Context: an optimization exercise on an open-source flow, tuned for small area, a short achievable clock period and few clock cycles. The choices shown serve that exercise and are no tape-out recipe.
Function was checked by simulation only, so behaviour that the tests miss may differ from the original.

indigo:
## corr_engine
module corr_engine #(
    parameter TIMEOUT_TICKS = 10,
    parameter SEQ_RESET     = 0
) (
    input  wire       clk,
    input  wire       rst,           
    input  wire       cmd_valid,
    output wire       cmd_ready,
    input  wire [1:0] cmd_op,        
    input  wire [7:0] cmd_seq,       
    output reg        ev_valid,
    input  wire       ev_ready,
    output reg  [3:0] ev_code,
    output reg  [7:0] ev_seq
);
    localparam NE = TIMEOUT_TICKS;   
    localparam [1:0] OP_SEND    = 2'd0;
    localparam [1:0] OP_RESOLVE = 2'd1;
    localparam [1:0] OP_TICK    = 2'd2;
    localparam [3:0] EV_SEND_ACCEPTED = 4'h1;
    localparam [3:0] EV_SEND_REJECTED = 4'h2;
    localparam [3:0] EV_RESPONSE      = 4'h3;
    localparam [3:0] EV_TIMEOUT       = 4'h4;
    localparam [3:0] EV_UNMATCHED     = 4'hA;
    localparam [7:0] REASON_SEQ_BUSY  = 8'h01;
    integer i;
    genvar gr, gc;
    reg  [254:0] pend_valid;         
    reg  [7:0]   seq_ctr;
    reg          s_v;
    reg  [1:0]   s_op;
    reg  [7:0]   s_seq;
    reg          c_v;
    reg          c_send, c_res, c_tick;
    reg  [7:0]   c_seq;              
    reg  [15:0]  c_row, c_col;       
    reg          c_spec;             
    reg          last_rej;           
    reg          tk;                 
    reg          b_v;
  ...
==> flow/config.mk <==
export PLATFORM = sky130hd
export DESIGN_NAME = corr_engine
export DESIGN_NICKNAME = corr_engine
export VERILOG_FILES = /design/flow/design.v
export SDC_FILE = /design/flow/constraint.sdc
export NUM_CORES = 4
export LEC_CHECK = 0
export CAP_MARGIN = 20
export CORE_MARGIN = 2
export CORE_UTILIZATION = 40
export SETUP_SLACK_MARGIN = 4.4
export SLEW_MARGIN = 20
==> flow/constraint.sdc <==
create_clock -name core_clock -period 7.5 [get_ports {clk}]
set_input_delay 1.5000 -clock core_clock [delete_from_list [all_inputs] [get_ports {clk}]]
set_output_delay 1.5000 -clock core_clock [all_outputs]
set_load 0.01 [all_outputs]
standard.sh (not shown) runs the stock make flow with config.mk's settings and CLKGATE_MAP_FILE= SYNTH_SCRIPT=/design/flow/synth_recipe.tcl, a recipe that flattens the netlist after the stock synthesis.
==> flow/flow/run.sh <==
#!/bin/bash
# The standard layout (the standard.sh, all steps), except that the
# buffers buffer_ports puts on every input and output port are
# sky130_fd_sc_hd__buf_2 cells instead of the tool's default choice.
# The full output of the flow goes to standard.log in this folder; the
# per-step tool logs stay under orfs/logs as standard.sh writes them.
export BUFFER_PORTS_ARGS="-buffer_cell sky130_fd_sc_hd__buf_2"
bash standard.sh > standard.log 2>&1
Testbench counts of indigo, summed over its fixed seeds: cycles 25,242.
Input-level comparison between amber and indigo:
diff --git a/flow/design.v b/flow/design.v
--- a/flow/design.v
+++ b/flow/design.v
@@ -57,22 +57,24 @@
             assign rowdata[gc] = |(colbits & c_row);
         end
     endgenerate
     wire hit_raw = |(rowdata & c_col);
     wire         xc_empty = !ep_used[0] || ep_wrap[1];
     wire [7:0]   xc_lo    = ep_wrap[0] ? seq_ctr : ep_start[0];
     wire [7:0]   xc_hi    = ep_start[1];
     wire [7:0]   xc_hm    = xc_hi - 8'd1;
     wire         xc_wrap  = (xc_lo >= xc_hi);
     wire         xc_hnz   = (xc_hi != 8'd0);
     reg          x_stale;
+    reg          sa_d;               
+    reg          ctr_chg;            
     reg          x_empty, x_wrap, x_hnz, x_jump;
     reg  [7:0]   x_lo, x_hm;
     reg  [3:0]   x_first, x_last;
     always @(posedge clk) begin
         x_empty <= xc_empty;
         x_wrap  <= xc_wrap;
         x_hnz   <= xc_hnz;
         x_lo    <= xc_lo;
         x_hm    <= xc_hm;
         x_first <= (xc_wrap && xc_hnz) ? 4'd0 : xc_lo[7:4];
         x_last  <= xc_wrap ? 4'd15 : xc_hm[7:4];
@@ -95,22 +97,28 @@
         for (i = 15; i >= 0; i = i - 1)
             if (m_reg[i]) m_col = i;
     end
     wire [15:0]  m_low    = 16'd1 << m_col;
     wire h_free    = !ev_valid || ev_ready;
     wire emit_to   = m_any && !b_v;
     wire exec_sr   = c_v && (c_send || c_res) && !m_any && !b_v;
     wire force_rej = c_spec && last_rej;
     wire hit       = hit_raw || (c_send && force_rej);
     wire send_try  = exec_sr && c_send && !force_rej;    
     wire send_ok   = send_try && !hit_raw;
+    wire s_a       = send_try && ep_used[0] && (ep_wrap[0] || ctr_nx == ep_start[0] || ctr_nx == ep_start[1]);
+    reg  [NE-1:0] f_hit;
+    always @* begin
+        for (i = 0; i < NE; i = i + 1)
+            f_hit[i] = ctr_chg && (seq_ctr == ep_start[i]);
+    end
     wire t_act     = c_v && c_tick && !x_stale;
     wire t_empty   = !tk && x_empty;
     wire t_rowok   = tk || (r == x_first);
     wire m_room    = !m_any;
     wire t_read    = t_act && !t_empty && t_rowok && m_room;
     wire t_reload  = t_act && !t_empty && !t_rowok;
     wire t_last    = t_read && (r == x_last);
     wire t_done    = (t_act && t_empty) || t_last;
     wire t_adv     = t_read && !t_last;
     wire c_nop     = c_v && !(c_send || c_res || c_tick);    
     wire c_done    = exec_sr || t_done || c_nop;
@@ -177,36 +185,38 @@
             s_op  <= cmd_op;
             s_seq <= cmd_seq;
         end
         if (exec_sr && c_send)
             last_rej <= hit;
         if (!b_v) begin
             b_code <= e_code;
             b_seq  <= e_seq;
         end
         if (t_read)
             m_row <= r;
-        x_stale <= t_done || (send_ok && ep_used[0] && (ep_wrap[0] || ctr_inc == ep_start[0] || ctr_inc == ep_start[1]));
+        x_stale <= t_done || s_a || sa_d;
+        sa_d    <= s_a;
         if (rst) begin
             s_v      <= 1'b0;
             c_v      <= 1'b0;
             tk       <= 1'b0;
             m_reg    <= 16'd0;
             m_any    <= 1'b0;
             seq_ctr  <= SEQ_RESET;
             ctr_nx   <= SEQ_RESET + 1;
             ev_valid <= 1'b0;
             b_v      <= 1'b0;
             ep_used  <= {NE{1'b0}};
             ep_wrap[NE-1]  <= 1'b0;
             ep_start[NE-1] <= SEQ_RESET;
+            ctr_chg  <= 1'b0;
         end else begin
             if (c_load)
                 c_v <= n_v;
             if (c_load && s_v)
                 s_v <= 1'b0;
             else if (cmd_fire && !c_load)
                 s_v <= 1'b1;
             if (t_reload || t_adv)
                 tk <= 1'b1;
             else if (t_done)
                 tk <= 1'b0;
@@ -223,27 +233,27 @@
                 ev_seq  <= hit ? hh_seq  : hm_seq;
             end
             if (h_free)
                 b_v <= 1'b0;
             else if (emit_to || exec_sr)
                 b_v <= 1'b1;
             if (send_ok) begin
                 seq_ctr <= ctr_inc;
                 ctr_nx  <= ctr_inc2;
                 ep_used[NE-1] <= 1'b1;
             end
-            for (i = 0; i < NE; i = i + 1)
-                if (send_try && ctr_nx == ep_start[i] && !hit_raw)
-                    ep_wrap[i] <= 1'b1;
+            ctr_chg <= send_ok;
+            if (!t_done)
+                ep_wrap <= ep_wrap | f_hit;
             if (t_done) begin
                 for (i = 0; i < NE-1; i = i + 1) begin
                     ep_start[i] <= ep_start[i+1];
                     ep_used[i]  <= ep_used[i+1];
-                    ep_wrap[i]  <= ep_wrap[i+1];
+                    ep_wrap[i]  <= ep_wrap[i+1] || f_hit[i+1];
                 end
                 ep_start[NE-1] <= seq_ctr;
                 ep_used[NE-1]  <= 1'b0;
                 ep_wrap[NE-1]  <= 1'b0;
             end
         end
     end
 endmodule
Results
- Diff indigo -> amber: hold slack decreased by 0.030 ns relative to the old numbers, net count after synthesis increased by 2.5% relative to the old numbers, wire length of the first global-routing pass increased by 3.3% relative to the old numbers.
- amber vs indigo on routed wire length: amber is the higher one.
- Looking at startpoint of the worst setup timing path, the c_seq[5] result is from indigo; the rst one comes from amber.
- Diff amber and indigo: die extent in x lower in indigo
- As far as clock transition at the register clock pins on the worst setup and hold paths after CTS is concerned, amber and indigo perform about the same.
- [amber] area overhead of the layout relative to synthesis fell 1.4 points relative to indigo
- Compared with indigo, amber has extra setup slack.
- In the floorplan summary, amber is listed with a die area greater than that of indigo.
- Between amber and indigo, the number of inserted filler cells in the final layout is lower for indigo.
- amber vs indigo: number of well taps up
Testbench counts of amber, summed over its fixed seeds: cycles 25,242.

## static timing again, ports no longer ideal
No port has a modelled driver above. Below, the same layouts with a new extraction and two added sets of constraints. Step 1 assumes that a clkbuf_16 drives the clock port and a buf_2 every other input. Step 2 also shifts input and output timing later by t, the mid clock arrival at the registers, as if the neighbouring blocks saw the same clock. Three values: ideal ports, drivers, drivers and shift; two values: the first two.
run	shift t [ns]	slack for setup (ns)	hold slack, ns	cell pins on the clock port's net
indigo	0.657	4.309 / 4.309 / 3.710	0.439 / 0.439 / 0.439	1
amber	0.668	4.513 / 4.518 / 3.878	0.408 / 0.408 / 0.408	1
After both steps every run listed still meets setup and hold. The setup slack of amber, which loses most, moves by +0.005 ns with the drivers and by -0.635 ns with both steps.
